From an optimization exercise on the open Yosys and OpenROAD flow, aimed at small area, a short achievable clock period and few clock cycles per item; shortcuts taken in it are not production practice. No functional check of the RTL was part of any run shown here. No activity file was given, so power comes from the tool's default toggle rates.

==> flow/design.v (outline; a module is shown in full before it is edited, if it fits) <==
// module logp_power: 100 lines
// module fp64_sq_tree: 2951 lines
// module booth_sel: 10 lines
// module fp64_sq_info: 14 lines
// module fa: 10 lines
// module ha: 9 lines
// module exp_diff: 18 lines
// module fp64_sq_pack: 35 lines
// module fp64_add_align: 25 lines
// module fp64_add_round: 42 lines
module logp_power (
    input  wire        clk,
    input  wire        rst,
    input  wire        in_valid,
    output wire        in_ready,
    input  wire [63:0] re,
    input  wire [63:0] im,
    output reg         out_valid,
    output reg  [63:0] p
);
  // ...
==> flow/flow/run.sh <==
#!/bin/bash
# The standard layout (the standard.sh, ORFS from synthesis to the final
# layout), with two settings it leaves open:
# - timing repair aimed well below the clock period: repair_timing works until
#   the setup slack reaches SETUP_SLACK_MARGIN, so the layout meets timing at
#   the design's period with that much slack to spare;
# - the ports buffered with buf_4 cells (buffer_ports' default picks a slow
#   delay buffer).
# make's full output goes to standard.log; ORFS keeps each step's log under
# orfs/logs/.
set -euo pipefail
export SETUP_SLACK_MARGIN=13.6
export BUFFER_PORTS_ARGS="-buffer_cell sky130_fd_sc_hd__buf_4"
bash standard.sh > standard.log 2>&1
==> flow/standard.sh <==
#!/bin/bash
# synth_recipe.tcl (not shown) runs the flow's synth.tcl, then flattens the netlist and writes it again
# the make line also repeats each setting of config.mk as NAME=value (left out here)
make -C /OpenROAD-flow-scripts/flow DESIGN_CONFIG=/design/flow/config.mk WORK_HOME=/design/flow/orfs CLKGATE_MAP_FILE= SYNTH_SCRIPT=/design/flow/synth_recipe.tcl "${@:-finish}"
==> flow/config.mk <==
export PLATFORM = sky130hd
export DESIGN_NAME = logp_power
export DESIGN_NICKNAME = logp_power
export VERILOG_FILES = /design/flow/design.v
export SDC_FILE = /design/flow/constraint.sdc
export NUM_CORES = 4
export LEC_CHECK = 0
export CAP_MARGIN = 20
export CORE_MARGIN = 2
export CORE_UTILIZATION = 70
export CTS_CLUSTER_DIAMETER = 80
export CTS_CLUSTER_SIZE = 30
export PLACE_DENSITY = 0.8
export SLEW_MARGIN = 20
export SYNTH_HIERARCHICAL = 1
export SYNTH_MINIMUM_KEEP_SIZE = 0
==> flow/constraint.sdc <==
create_clock -name core_clock -period 18.5 [get_ports {clk}]
set_input_delay 3.7000 -clock core_clock [delete_from_list [all_inputs] [get_ports {clk}]]
set_output_delay 3.7000 -clock core_clock [all_outputs]
set_load 0.01 [all_outputs]
==> results.cfg, run 1 <==
[run_status]
status = did not finish
haltStage = 5_1_grt
firstError = [ERROR GRT-0232] Routing congestion too high. Check the congestion heatmap in the GUI.

[synthesis]
ys_seq_area_frac = 0.177
yosysTopAreaCell = fa_1
synth_commonest_cells = 1513 x xnor2_1, 1318 x fa_1, 1252 x a22oi_2
synth-edff-count = 0
avgSynthCellArea_um2 = 10.3
synth_cells = 11884
synth_seq_cells = 1082
synth_top_family_by_area = adder cells
yosysWarnings = 11
synth_flop_cell = dfxtp_1
syn-num-nets = 13880
synth_compound_area_frac = 0.225
synth_xor_area_frac = 0.122
yosysUniqueCellTypes = 132
synth_top_area_frac = 0.216
yosysMostFrequentCell = xnor2_1
synth-simple-area-share = 0.0898
synth.cell_area_mm2 = 0.122
async_reset_ff_frac = 0

[floorplan]
io_pins = 197
start_util = 0.704
die_w_um = 422
placementRows = 153
die_y_um = 422

[clock_network]
cts-root-buf = clkbuf_16
cts_setup_buffers = 100
cts_made_buffers = 75
h-tree-depth = 3
hold_buffers = 0
cts_resized = 348

[timing]
worstEndpointType = register data pin

[grt]
grt_max_degree = 78

[placed_design]
post-dp-hpwl_um = 315000
dp.cells = 13853
placed_area_mm2 = 0.126
port_buffers = 192
==> module logp_power, before the edit <==
module logp_power (
    input  wire        clk,
    input  wire        rst,
    input  wire        in_valid,
    output wire        in_ready,
    input  wire [63:0] re,
    input  wire [63:0] im,
    output reg         out_valid,
    output reg  [63:0] p
);
    assign in_ready = 1'b1;
    reg [5:0] v;
    always @(posedge clk) begin
        if (rst) begin
            v <= 6'd0;
            out_valid <= 1'b0;
        end else begin
            v <= {v[4:0], in_valid};
            out_valid <= v[5];
        end
    end
    reg [62:0] xa0, xb0;
    reg        topa0, topb0;
    always @(posedge clk) begin
        xa0 <= re[62:0];
        xb0 <= im[62:0];
        topa0 <= ({1'b1, re[51:0]} >= 53'd6369051672525773);
        topb0 <= ({1'b1, im[51:0]} >= 53'd6369051672525773);
    end
    wire [86:0] ta_a, ta_b, tb_a, tb_b;
    wire        ta_c, tb_c;
    wire [13:0] ia_, ib_;
    fp64_sq_tree u_ta (.x(xa0), .top(topa0), .ra(ta_a), .rb(ta_b), .cl(ta_c), .info(ia_));
    fp64_sq_tree u_tb (.x(xb0), .top(topb0), .ra(tb_a), .rb(tb_b), .cl(tb_c), .info(ib_));
    reg [86:0] ta1a, ta1b, tb1a, tb1b;
    reg        ta1c, tb1c;
    reg [13:0] ia1, ib1;
    always @(posedge clk) begin
        ta1a <= ta_a; ta1b <= ta_b; tb1a <= tb_a; tb1b <= tb_b;
        ta1c <= ta_c; tb1c <= tb_c;
        ia1 <= ia_; ib1 <= ib_;
    end
    wire [87:0] sa_ = {ta1a, ta1c} + {ta1b, ta1c};
    wire [87:0] sb_ = {tb1a, tb1c} + {tb1b, tb1c};
    wire [23:0] ia_f, ib_f;
    fp64_sq_info u_ia (.i(ia1), .info(ia_f));
    fp64_sq_info u_ib (.i(ib1), .info(ib_f));
    wire [20:0] dc_;
    exp_diff u_ed (.ia(ia_f), .ib(ib_f), .dc(dc_));
    reg [55:0] sa2, sb2;
    reg [23:0] ia2, ib2;
    reg [20:0] dc2;
    always @(posedge clk) begin
        sa2 <= sa_[87:32]; sb2 <= sb_[87:32];
        ia2 <= ia_f; ib2 <= ib_f;
        dc2 <= dc_;
    end
    wire [62:0] pa_, pb_;
    wire        ra53_, rb53_;
    fp64_sq_pack u_pa (.s(sa2), .info(ia2), .y(pa_), .r53(ra53_));
    fp64_sq_pack u_pb (.s(sb2), .info(ib2), .y(pb_), .r53(rb53_));
    reg [6:0] dsel_;
    always @(*) begin
        case ({ra53_, rb53_})
            2'b10:   dsel_ = dc2[20:14];
            2'b01:   dsel_ = dc2[6:0];
            default: dsel_ = dc2[13:7];
        endcase
    end
    reg [62:0] a3, b3;
    reg [6:0]  d3;
    always @(posedge clk) begin
        a3 <= pa_; b3 <= pb_; d3 <= dsel_;
    end
    wire [52:0] mh_;
    wire [55:0] al_;
    wire [10:0] eh_;
    wire [1:0]  sp_;
    fp64_add_align u_al (.a(a3), .b(b3), .swap(d3[6]), .d(d3[5:0]),
                         .mh(mh_), .al(al_), .eh(eh_), .sp(sp_));
    reg [52:0] mh4;
    reg [55:0] al4;
    reg [10:0] eh4;
    reg [1:0]  sp4;
    always @(posedge clk) begin
        mh4 <= mh_; al4 <= al_; eh4 <= eh_; sp4 <= sp_;
    end
    wire [53:0] y_ = {1'b0, mh4} + {1'b0, al4[55:3]};
    reg  [53:0] y5;
    reg  [2:0]  lo5;
    reg  [10:0] eh5;
    reg  [1:0]  sp5;
    always @(posedge clk) begin
        y5 <= y_; lo5 <= al4[2:0]; eh5 <= eh4; sp5 <= sp4;
    end
    wire [62:0] sum_;
    fp64_add_round u_ar (.y(y5), .lo(lo5), .eh(eh5), .sp(sp5), .p(sum_));
    always @(posedge clk)
        p <= {1'b0, sum_};
endmodule
==> run 2: changes to the inputs <==
--- a/flow/design.v
+++ b/flow/design.v
@@ -21,11 +21,14 @@
     end
     reg [62:0] xa0, xb0;
     reg        topa0, topb0;
+    wire       topa_, topb_;
+    sq_top u_tpa (.f(re[51:0]), .top(topa_));
+    sq_top u_tpb (.f(im[51:0]), .top(topb_));
     always @(posedge clk) begin
         xa0 <= re[62:0];
         xb0 <= im[62:0];
-        topa0 <= ({1'b1, re[51:0]} >= 53'd6369051672525773);
-        topb0 <= ({1'b1, im[51:0]} >= 53'd6369051672525773);
+        topa0 <= topa_;
+        topb0 <= topb_;
     end
     wire [86:0] ta_a, ta_b, tb_a, tb_b;
     wire        ta_c, tb_c;
@@ -3049,6 +3052,42 @@
     assign ra = ra_[106:20];
     assign rb = rb_[106:20];
 endmodule
+module sq_top (
+    input  wire [51:0] f,
+    output wire        top
+);
+    localparam [51:0] T = 52'd1865452045155277;
+    wire [12:0] gt0, eq0;
+    genvar g;
+    generate
+        for (g = 0; g < 13; g = g + 1) begin : grp
+            assign gt0[g] = f[4 * g +: 4] > T[4 * g +: 4];
+            assign eq0[g] = f[4 * g +: 4] == T[4 * g +: 4];
+        end
+    endgenerate
+    wire [6:0] gt1, eq1;
+    wire [3:0] gt2, eq2;
+    wire [1:0] gt3, eq3;
+    generate
+        for (g = 0; g < 6; g = g + 1) begin : l1
+            assign gt1[g] = gt0[2 * g + 1] | (eq0[2 * g + 1] & gt0[2 * g]);
+            assign eq1[g] = eq0[2 * g + 1] & eq0[2 * g];
+        end
+        for (g = 0; g < 3; g = g + 1) begin : l2
+            assign gt2[g] = gt1[2 * g + 1] | (eq1[2 * g + 1] & gt1[2 * g]);
+            assign eq2[g] = eq1[2 * g + 1] & eq1[2 * g];
+        end
+    endgenerate
+    assign gt1[6] = gt0[12];
+    assign eq1[6] = eq0[12];
+    assign gt2[3] = gt1[6];
+    assign eq2[3] = eq1[6];
+    assign gt3[0] = gt2[1] | (eq2[1] & gt2[0]);
+    assign eq3[0] = eq2[1] & eq2[0];
+    assign gt3[1] = gt2[3] | (eq2[3] & gt2[2]);
+    assign eq3[1] = eq2[3] & eq2[2];
+    assign top = gt3[1] | (eq3[1] & (gt3[0] | eq3[0]));
+endmodule
 module booth_sel (
     input  wire one,
     input  wire two,
--- a/flow/config.mk
+++ b/flow/config.mk
@@ -7,10 +7,10 @@
 export LEC_CHECK = 0
 export CAP_MARGIN = 20
 export CORE_MARGIN = 2
-export CORE_UTILIZATION = 70
+export CORE_UTILIZATION = 60
 export CTS_CLUSTER_DIAMETER = 80
 export CTS_CLUSTER_SIZE = 30
-export PLACE_DENSITY = 0.8
+export PLACE_DENSITY = 0.7
 export SLEW_MARGIN = 20
 export SYNTH_HIERARCHICAL = 1
 export SYNTH_MINIMUM_KEEP_SIZE = 0
==> results.cfg, run 2 <==
[run_status]
status = finished clean

[floorplan]
coreArea_mm2 = 0.204
start_util = 0.602
die_area_mm2 = 0.208
die_y_um = 457
die_w_um = 457
placementRows = 166
io_pins = 197

[grt]
grt_max_degree = 95
grt_pass1_wl_um = 658000
antenna_found_initial = 22
grtUsageTotal = 0.415
grt-ovfl-total = 0
grt_pass1_vias = 102798

[routing]
wl_per_cell_um = 30.4
postRouteAntennaNets = 0
drc = 0
routed_wl_um = 445000
viasPerCell = 6.89
first_pass_iters = 6
vias = 100755
first_iter_violations = 11066

[synthesis]
yosysMostFrequentCell = xnor2_1
ys_seq_area_frac = 0.176
synth_commonest_cells = 1506 x xnor2_1, 1318 x fa_1, 1251 x a22oi_2
synth-edff-count = 0
synth_area_leaders = fa_1 21%, dfxtp_1 18%, a22oi_2 13%
syn-num-nets = 13961
synth_top_area_frac = 0.215
synth.cell_area_mm2 = 0.123
yosysUniqueCellTypes = 130
synth_flop_cell = dfxtp_1
yosysWarnings = 11
avgSynthCellArea_um2 = 10.3
yosysTopAreaCell = fa_1
synth_cells = 11965
async_reset_ff_frac = 0
synth_seq_cells = 1082

[timing]
fin_skew_ns = 0.0944
timing.fmax_mhz = 200
slew_viol_final = 0
finalHoldViolCount = 0
hold_slack_ns = 0.329
slew_headroom = 0.196
tns_ns = 0
setup_viol = 0
final.period_utilization = 0.271
rsz0062_at_grt = true
fin_crit_ns = 5.01
worstMarginPinSlew_ns = 1.21

[setup_path]
end_kind = register
cp_max_fo = 26
cp.required_ns = 19.18
worstPathArrival_ns = 5.69
crit_type = reg2reg
startpoint_type = register
rrSetupSlack_ns = 13.49

[placed_design]
dp.cells = 14287
gp_congestion = 0.996
post-dp-hpwl_um = 309000
port_buffers = 192

[layout]
nets = 13853
seqCellArea_mm2 = 0.0221
multiInputGateArea_mm2 = 0.0964
final_cell_mix = 1487 x xnor2_1, 1251 x a22oi_2, 1190 x fa_1
fin_cells = 14624
area_growth_pct = 8.69
drive_gt1_frac = 0.244
final_common_cell = xnor2_1
fill_cells = 16107

[power_and_ir_drop]
power_density_mw_per_mm2 = 178
power.leakage_nw = 49.0
ir_worst_vdd_v = 0.000154

[clock_network]
clockBufferDepth = 3
tritoncts = done
clkLatencyLatePin_ns = 0.84
cts_made_buffers = 80
hold_buffers = 0
clk_pin_slew_ns = 0.10
h-tree-depth = 3
cts-root-buf = clkbuf_16
clock_sinks = 1082

[hold_path]
hold_class = reg2reg

[job]
drv_cap = 0
## run 2: repair_timing
action | in CTS | in global routing
cloned | 14 | 8
pin swaps | 32 | 26
setup endpoints to repair | 363 | 183
setup buffers | 88 | 66
gates resized for setup | 295 | 178
## run 2: cell type report
type                            count  share of cell area
Antenna cell                       11            0.000206
Clock buffer                       83              0.0151
Clock inverter                     67             0.00941
Inverter                          597              0.0178
Multi-Input combinational cell   9503               0.722
Sequential cell                  1082               0.165
Tap cell                         2688              0.0252
Timing Repair Buffer              592              0.0453
Timing Repair inverter              1           0.0000562
## run 2: worst max-delay path: stages (launching register included)
cell and delay, ns:
dfxtp_4 0.38, buf_8 0.30, clkinvlp_4 0.40, nand2_1 0.24, o21ai_0 0.09, o21ai_0 0.66, fa_1 0.63, fa_1 0.59
fa_1 0.42, fa_1 0.62, fa_1 0.49
## run 2: layer usage
layer	global-route usage	up-vias	wire length [um]
li1	-	42221	-
met1	0.523	50075	168000
met2	0.630	6704	193000
met3	0.108	1741	49300
met4	0.271	14	34500
met5	0.000459	-	93
## run 2: metrics by stage
| stage | setup WS [ns] | cell area (um^2) | utilization | power [mW] |
|---|---|---|---|---|
| 3_5_place_dp | 12.28 | 126000 | 0.619 | 20.9 |
| 5_1_grt | 13.52 | 134000 | 0.654 | 25.4 |
| 4_1_cts | 13.50 | 132000 | 0.647 | 23.2 |
| 6_report | 13.49 | 134000 | 0.654 | 23.7 |
| 2_1_floorplan | 12.73 | 125000 | - | 19.3 |
| 3_3_place_gp | 12.37 | 126000 | 0.619 | 20.5 |
## run 2: power breakdown
part	switching (mW)	total, mW	internal, mW	leakage, nW
clock	1.15	2.08	0.935	1.52
combinational	9.84	17.2	7.39	38.3
sequential	0.878	4.44	3.56	9.11
## run 2: path summary, 6_finish.rpt
kind | endpoint | cells past startpoint | startpoint
setup / recovery | ta1b[54] | 10 | xa0[21]
hold / removal | lo5[0] | 0 | al4[0]
setup reg to reg | ta1b[54] | 10 | xa0[21]
hold reg to reg | lo5[0] | 0 | al4[0]
## run 2: logic make-up (layout without fill, tap and decap cells)
family / after synthesis / count (layout) / share of synthesized area
AO/OA/AOI/OAI: 3102 / 3102 / 0.225
flip-flops: 1082 / 1082 / 0.176
buffers and inverters: 1383 / 1340 / 0.0568
AND/OR/NAND/NOR: 2288 / 2288 / 0.0922
XOR/XNOR: 1703 / 1706 / 0.122
other: 2 / 13 / 0.0000611
adder cells (fa/ha/maj): 1865 / 1865 / 0.270
multiplexers: 540 / 540 / 0.0572
## run 2: per-module statistics from Yosys, one instance, submodules excluded
module          cells inside  cell area, um^2  times used  flip-flops and latches
fp64_sq_pack             626             4280           2                       0
sq_top                    35              226           2                       0
fp64_add_align           624             5760           1                       0
ha                         1             12.5          96                       0
exp_diff                 352             2310           1                       0
logp_power              2915            34000           1                    1082
fa                         1             20.0        1316                       0
fp64_sq_tree            1027             6370           2                       0
fp64_add_round           624             3800           1                       0
booth_sel                  2             21.3        1250                       0
fp64_sq_info              81              569           2                       0
==> run 3: changes to the inputs <==
==> flow/flow/run.sh (replaced) <==
#!/bin/bash
# The standard layout (the standard.sh: ORFS from synthesis to the final
# layout) with three changes in how it is made:
# - after the standard synthesis, each logic cell is set to the smallest drive
#   strength of its kind (downsize.py); the timing repair below upsizes only
#   the cells on paths that need it;
# - timing repair aimed well below the clock period: repair_timing works until
#   the setup slack reaches SETUP_SLACK_MARGIN, so the layout meets timing at
#   the design's period with that much slack to spare;
# - the ports buffered with buf_4 cells (buffer_ports' default picks a slow
#   delay buffer).
# Each make run's full output goes to a log here; ORFS keeps each step's log
# under orfs/logs/.
set -euo pipefail
export SETUP_SLACK_MARGIN=13.6
export BUFFER_PORTS_ARGS="-buffer_cell sky130_fd_sc_hd__buf_4"
res=orfs/results/$FLOW_PLATFORM/logp_power/base
bash standard.sh "$PWD/$res/1_2_yosys.v" > synth.log 2>&1
python3 flow/downsize.py "$FLOW_HOME/platforms/$FLOW_PLATFORM/lib/sky130_fd_sc_hd__tt_025C_1v80.lib" \
    "$res/1_2_yosys.v" > downsize.log 2>&1
bash standard.sh > standard.log 2>&1
==> flow/flow/downsize.py (new file) <==
#!/usr/bin/env python3
"""Set every combinational logic cell of a synthesized netlist to the smallest
cell of its footprint (same function and pins, least drive), so that the
timing repair later in the flow upsizes only the cells that need it.
Flip-flops, buffers, clock cells and tie cells are left as they are.

usage: downsize.py LIBERTY NETLIST   (rewrites NETLIST in place)
"""
import re
import sys
from collections import Counter

lib, netlist = sys.argv[1], sys.argv[2]
text = open(lib).read()
area, foot = {}, {}
for m in re.finditer(r'cell \("?(sky130_fd_sc_hd__\w+)"?\)', text):
    seg = text[m.end():m.end() + 200000]
    area[m.group(1)] = float(re.search(r"area\s*:\s*([\d.]+)", seg).group(1))
    f = re.search(r'cell_footprint\s*:\s*"?(\w+)"?', seg)
    foot[m.group(1)] = f.group(1) if f else None
smallest = {}
for cell, a in area.items():
    f = foot[cell]
    if "lpflow" in cell or "probe" in cell:
        continue
    if f and (f not in smallest or a < area[smallest[f]]):
        smallest[f] = cell
keep = ("sky130_fd_sc_hd__df", "sky130_fd_sc_hd__dl", "sky130_fd_sc_hd__buf",
        "sky130_fd_sc_hd__clk", "sky130_fd_sc_hd__conb", "sky130_fd_sc_hd__dly")
swaps = Counter()


def swap(m):
    cell = m.group(1)
    if cell.startswith(keep) or cell not in foot or not foot[cell]:
        return m.group(0)
    small = smallest[foot[cell]]
    if small == cell:
        return m.group(0)
    swaps[(cell, small)] += 1
    return small + m.group(2)


net = open(netlist).read()
net = re.sub(r"\b(sky130_fd_sc_hd__\w+)(\s+\S+\s*\()", swap, net)
open(netlist, "w").write(net)
for (a, b), n in sorted(swaps.items()):
    print(f"{n:6d} {a} -> {b}")
print(f"saved {sum((area[a] - area[b]) * n for (a, b), n in swaps.items()):.0f} um2")
==> results.cfg, run 3 <==
[run_status]
status = finished clean

[layout]
final_cell_mix = 1497 x xnor2_1, 1286 x fa_1, 1261 x a22oi_1
final_common_cell = xnor2_1
area_growth_pct = 8.45
fin_cells = 14485
drive_gt1_frac = 0.109
nets = 13888
finish.utilization = 0.654
finish.instance_area_mm2 = 0.126

[timing]
tns_ns = 0
hold_slack_ns = 0.298
slew_viol_final = 0
finalHoldViolCount = 0
rsz0062_at_grt = true
fin_skew_ns = 0.0658
setup_viol = 0
final.period_utilization = 0.276
slew_headroom = 0.0990
timing.fmax_mhz = 196
worst_slack_ns = 13.39
fin_crit_ns = 5.11
worstMarginPinSlew_ns = 1.35

[power_and_ir_drop]
power.leakage_nw = 48.3
ir_worst_vdd_v = 0.000219
total_power_mw = 23.6
power_density_mw_per_mm2 = 188

[floorplan]
die_area_mm2 = 0.197
start_util = 0.603
coreArea_mm2 = 0.192
die_y_um = 444
placementRows = 161
die_w_um = 444
io_pins = 197

[clock_network]
cts_made_buffers = 72
h-tree-depth = 3
cts-root-buf = clkbuf_16
clock_sinks = 1082
tritoncts = done
clk_pin_slew_ns = 0.10
clockBufferDepth = 3
clkLatencyLatePin_ns = 0.77
hold_buffers = 0

[routing]
vias = 102572
viasPerCell = 7.08
first_iter_violations = 14869
postRouteAntennaNets = 0
first_pass_iters = 12
drc = 0
routed_wl_um = 443000
wl_per_cell_um = 30.6

[job]
drv_cap = 0

[setup_path]
worstPathArrival_ns = 5.74
end_kind = register
crit_type = reg2reg
cp.required_ns = 19.13
crit_start = xa0[26]
startpoint_type = register
r2r-start = xa0[26]
cp_max_fo = 37

[synthesis]
yosysWarnings = 11
syn-num-nets = 13961
avgSynthCellArea_um2 = 9.70
synth_cells = 11965
synth.cell_area_mm2 = 0.116

[grt]
grt_max_degree = 111
antenna_found_initial = 25
grt-ovfl-total = 0
grtUsageTotal = 0.432
grt_pass1_vias = 101412
grt_pass1_wl_um = 644000

[placed_design]
port_buffers = 192
placed_area_mm2 = 0.119
gp_congestion = 1.02
post-dp-hpwl_um = 301000
pre_cts_ws_ns = 12.22
dp.cells = 14122

[hold_path]
holdCritStartpoint = ib1[0]
hold_class = reg2reg
-- run 3: per-layer routing --
| metal | GRT usage | share of wire | vias up |
|---|---|---|---|
| met2 | 0.634 | 0.42 | 8186 |
| met4 | 0.244 | 0.069 | 24 |
| met1 | 0.542 | 0.36 | 49966 |
| li1 | - | - | 42300 |
| met3 | 0.167 | 0.15 | 2096 |
| met5 | 0.00708 | 0.00069 | - |
-- run 3: cell type report --
class	instances	area [um^2]
antenna	9	22.5
timing repair buffer	623	6000
fill	15561	66500
inverter	597	2360
clock inverter	56	941
multi-input combinational	9516	89500
tap	2526	3160
clock buffer	76	1860
sequential	1082	22000
-- run 3: report_power, final --
group	leakage, nW	internal [mW]	switching, mW
Sequential	9.11	3.56	0.876
Clock	1.33	0.846	1.05
Combinational	37.9	7.21	10.1
-- run 3: timing repair --
| item | 4_1_cts | 5_1_grt |
|---|---|---|
| endpoints found under the setup margin | 294 | 225 |
| pin swaps | 19 | 40 |
| hold endpoints to repair | 0 | 0 |
| gates cloned | 15 | 11 |
| buffers inserted | 61 | 135 |
| resized for setup | 298 | 193 |
-- run 3: critical path: stages, from the launching register on --
cell	delay, ns
dfxtp_1	0.35
buf_6	0.46
xor2_2	1.08
nor2_1	0.43
fa_1	0.62
fa_1	0.54
fa_1	0.44
fa_1	0.55
fa_2	0.49
-- run 3: final timing paths --
kind         slack, ns  cells past startpoint        to
max              13.39                      8  ta1b[36]
min               0.30                      0   ib2[21]
max reg2reg      13.39                      8  ta1b[36]
min reg2reg       0.30                      0   ib2[21]
==> run 4: changes to the inputs <==
--- a/flow/design.v
+++ b/flow/design.v
@@ -21,14 +21,11 @@
     end
     reg [62:0] xa0, xb0;
     reg        topa0, topb0;
-    wire       topa_, topb_;
-    sq_top u_tpa (.f(re[51:0]), .top(topa_));
-    sq_top u_tpb (.f(im[51:0]), .top(topb_));
     always @(posedge clk) begin
         xa0 <= re[62:0];
         xb0 <= im[62:0];
-        topa0 <= topa_;
-        topb0 <= topb_;
+        topa0 <= ({1'b1, re[51:0]} >= 53'd6369051672525773);
+        topb0 <= ({1'b1, im[51:0]} >= 53'd6369051672525773);
     end
     wire [86:0] ta_a, ta_b, tb_a, tb_b;
     wire        ta_c, tb_c;
@@ -3052,42 +3049,6 @@
     assign ra = ra_[106:20];
     assign rb = rb_[106:20];
 endmodule
-module sq_top (
-    input  wire [51:0] f,
-    output wire        top
-);
-    localparam [51:0] T = 52'd1865452045155277;
-    wire [12:0] gt0, eq0;
-    genvar g;
-    generate
-        for (g = 0; g < 13; g = g + 1) begin : grp
-            assign gt0[g] = f[4 * g +: 4] > T[4 * g +: 4];
-            assign eq0[g] = f[4 * g +: 4] == T[4 * g +: 4];
-        end
-    endgenerate
-    wire [6:0] gt1, eq1;
-    wire [3:0] gt2, eq2;
-    wire [1:0] gt3, eq3;
-    generate
-        for (g = 0; g < 6; g = g + 1) begin : l1
-            assign gt1[g] = gt0[2 * g + 1] | (eq0[2 * g + 1] & gt0[2 * g]);
-            assign eq1[g] = eq0[2 * g + 1] & eq0[2 * g];
-        end
-        for (g = 0; g < 3; g = g + 1) begin : l2
-            assign gt2[g] = gt1[2 * g + 1] | (eq1[2 * g + 1] & gt1[2 * g]);
-            assign eq2[g] = eq1[2 * g + 1] & eq1[2 * g];
-        end
-    endgenerate
-    assign gt1[6] = gt0[12];
-    assign eq1[6] = eq0[12];
-    assign gt2[3] = gt1[6];
-    assign eq2[3] = eq1[6];
-    assign gt3[0] = gt2[1] | (eq2[1] & gt2[0]);
-    assign eq3[0] = eq2[1] & eq2[0];
-    assign gt3[1] = gt2[3] | (eq2[3] & gt2[2]);
-    assign eq3[1] = eq2[3] & eq2[2];
-    assign top = gt3[1] | (eq3[1] & (gt3[0] | eq3[0]));
-endmodule
 module booth_sel (
     input  wire one,
     input  wire two,
==> results.cfg, run 4 <==
[clock_network]
clk_pin_slew_ns = 0.09
h-tree-depth = 3
tritoncts = done
hold_buffers = 0
cts-root-buf = clkbuf_16
clockBufferDepth = 3
clkLatencyLatePin_ns = 0.80
cts_made_buffers = 79
clock_sinks = 1082

[setup_path]
end_kind = register
crit_slowest_cell = o311a_1
r2r-start = xa0[19]
worst_path_dominant_cell_family = compound AO/OA/AOI/OAI gates
cp.required_ns = 19.15
worstPathArrival_ns = 5.80
crit_buf_inv = 1
startpoint_type = input port
worst_path_most_repeated_cell = a21oi_2
crit_path_max_incr_delay_ns = 0.36
cp_max_fo = 2
cp_cell_sequence = buf_6, o211ai_1, a21oi_2, o2111ai_2, a211oi_2, o311a_1, o311ai_4, a21oi_2, o31ai_2, nand3_1, a21oi_2, o21ai_1
crit_start = im[0]
crit_type = in2reg

[grt]
grt_pass1_vias = 101792
antenna_found_initial = 18
grt_max_degree = 111
grt_pass1_wl_um = 649000
grtUsageTotal = 0.435
grt-ovfl-total = 0

[layout]
finish.utilization = 0.656
drive_gt1_frac = 0.114
final_cell_mix = 1504 x xnor2_1, 1255 x fa_1, 1253 x a22oi_1
final_common_cell = xnor2_1
nets = 13806
area_growth_pct = 8.96

[synthesis]
synth_cells = 11884
avgSynthCellArea_um2 = 9.72
synth.cell_area_mm2 = 0.115
syn-num-nets = 13880
yosysWarnings = 11

[floorplan]
io_pins = 197
start_util = 0.602
placementRows = 161
die_area_mm2 = 0.196
die_w_um = 443
die_y_um = 443
coreArea_mm2 = 0.192

[hold_path]
holdCritStartpoint = ia1[1]
hold_class = reg2reg

[routing]
wl_per_cell_um = 30.7
first_pass_iters = 10
viasPerCell = 7.11
postRouteAntennaNets = 0
first_iter_violations = 14532
drc = 0
vias = 102548
routed_wl_um = 443000

[timing]
fin_crit_ns = 5.15
fin_skew_ns = 0.0700
final.period_utilization = 0.279
timing.fmax_mhz = 194
finalHoldViolCount = 0
slew_headroom = 0.156
worst_slack_ns = 13.35
slew_viol_final = 0
setup_viol = 0
rsz0062_at_grt = true
worstMarginPinSlew_ns = 1.26
tns_ns = 0

[power_and_ir_drop]
p_sw_mw = 11.6
power.leakage_nw = 48.1
power.share.clock = 0.090
ir_worst_vdd_v = 0.000138
sequentialPowerShare = 0.191
power_density_mw_per_mm2 = 184
p_sw_frac = 0.503
p_int_mw = 11.5
p_comb_frac = 0.719

[run_status]
status = finished clean

[placed_design]
port_buffers = 192
post-dp-hpwl_um = 299000
pre_cts_ws_ns = 12.34
gp_congestion = 1.03

[job]
drv_cap = 0
==> run 4: worst paths after layout <==
| path | to | slack [ns] | cells after the start |
|---|---|---|---|
| hold / removal | ia2[18] | 0.30 | 0 |
| setup / recovery | topb0 | 13.35 | 12 |
| hold reg to reg | ia2[18] | 0.30 | 0 |
| setup reg to reg | ta1b[52] | 13.51 | 10 |
==> run 4: power groups by stage <==
stage,Combinational (mW),Clock (mW),Sequential [mW]
finish,16.6,2.07,4.42
floorplan,14.6,0,4.12
global route,17.9,2.19,4.49
CTS,15.9,2.10,4.39
detailed placement,15.7,0,4.43
global placement,15.3,0,4.41
==> run 4: area by class of cell <==
class | count | area (um^2)
multi-input cells | 9446 | 89200
fillers | 15516 | 66100
flip-flops and latches | 1082 | 22000
repair buffers | 598 | 5910
well taps | 2526 | 3160
inverters | 602 | 2370
clock buffers | 86 | 2050
clock inverters | 60 | 1140
diodes | 12 | 30.0
repair inverters | 1 | 7.51
==> run 4: timing repair <==
action	in CTS	in global routing
pin swaps	29	45
gates resized for setup	330	165
cloned	14	12
buffers inserted	79	82
endpoints found under the setup margin	362	254
hold endpoints to repair	0	0
==> run 4: layer usage <==
layer / vias to the layer above / GRT usage / wire (um)
li1: 42008 / - / -
met1: 50186 / 0.558 / 162000
met2: 8281 / 0.638 / 187000
met3: 2057 / 0.158 / 63400
met4: 16 / 0.237 / 30400
met5: - / 0 / 420
==> run 4: through the flow <==
step,hold WS (ns),power (mW),std cells,cell area (um^2)
2_1_floorplan,0.310,18.7,11884,117000
3_3_place_gp,0.313,19.7,14064,119000
3_5_place_dp,0.313,20.1,14065,119000
4_1_cts,0.300,22.4,14304,124000
5_1_grt,0.296,24.6,14403,126000
6_report,0.302,23.1,14413,126000

-- re-timing with driven ports --
No port has a modelled driver above. Below, the same layouts with a new extraction and two added sets of constraints. Step 1 (the two cells are an assumption about what drives the block):
set clk [get_ports {clk}]
set_driving_cell -lib_cell sky130_fd_sc_hd__clkbuf_16 $clk
set_driving_cell -lib_cell sky130_fd_sc_hd__buf_2 [delete_from_list [all_inputs] $clk]
Step 2 times the ports against the registers' clock, not the clock port: input delays grow and output delays shrink by t, the midpoint of the rising clock arrivals with the driver on. Three values: ideal ports, drivers, drivers and shift; two values: the first two.
run	t (ns)	setup WS [ns]	hold WS [ns]	worst slew at a driven data input, ns
run 2	0.881	13.488 / 13.464 / 13.457	0.329 / 0.329 / 0.329	0.08
run 3	0.839	13.388 / 13.388 / 13.193	0.298 / 0.298 / 0.298	0.06
run 4	0.867	13.347 / 13.417 / 12.549	0.302 / 0.302 / 0.302	0.08
After both steps setup and hold are still met in every run listed. The setup slack of run 4, which loses most, moves by +0.070 ns with the drivers and by -0.798 ns with both steps.
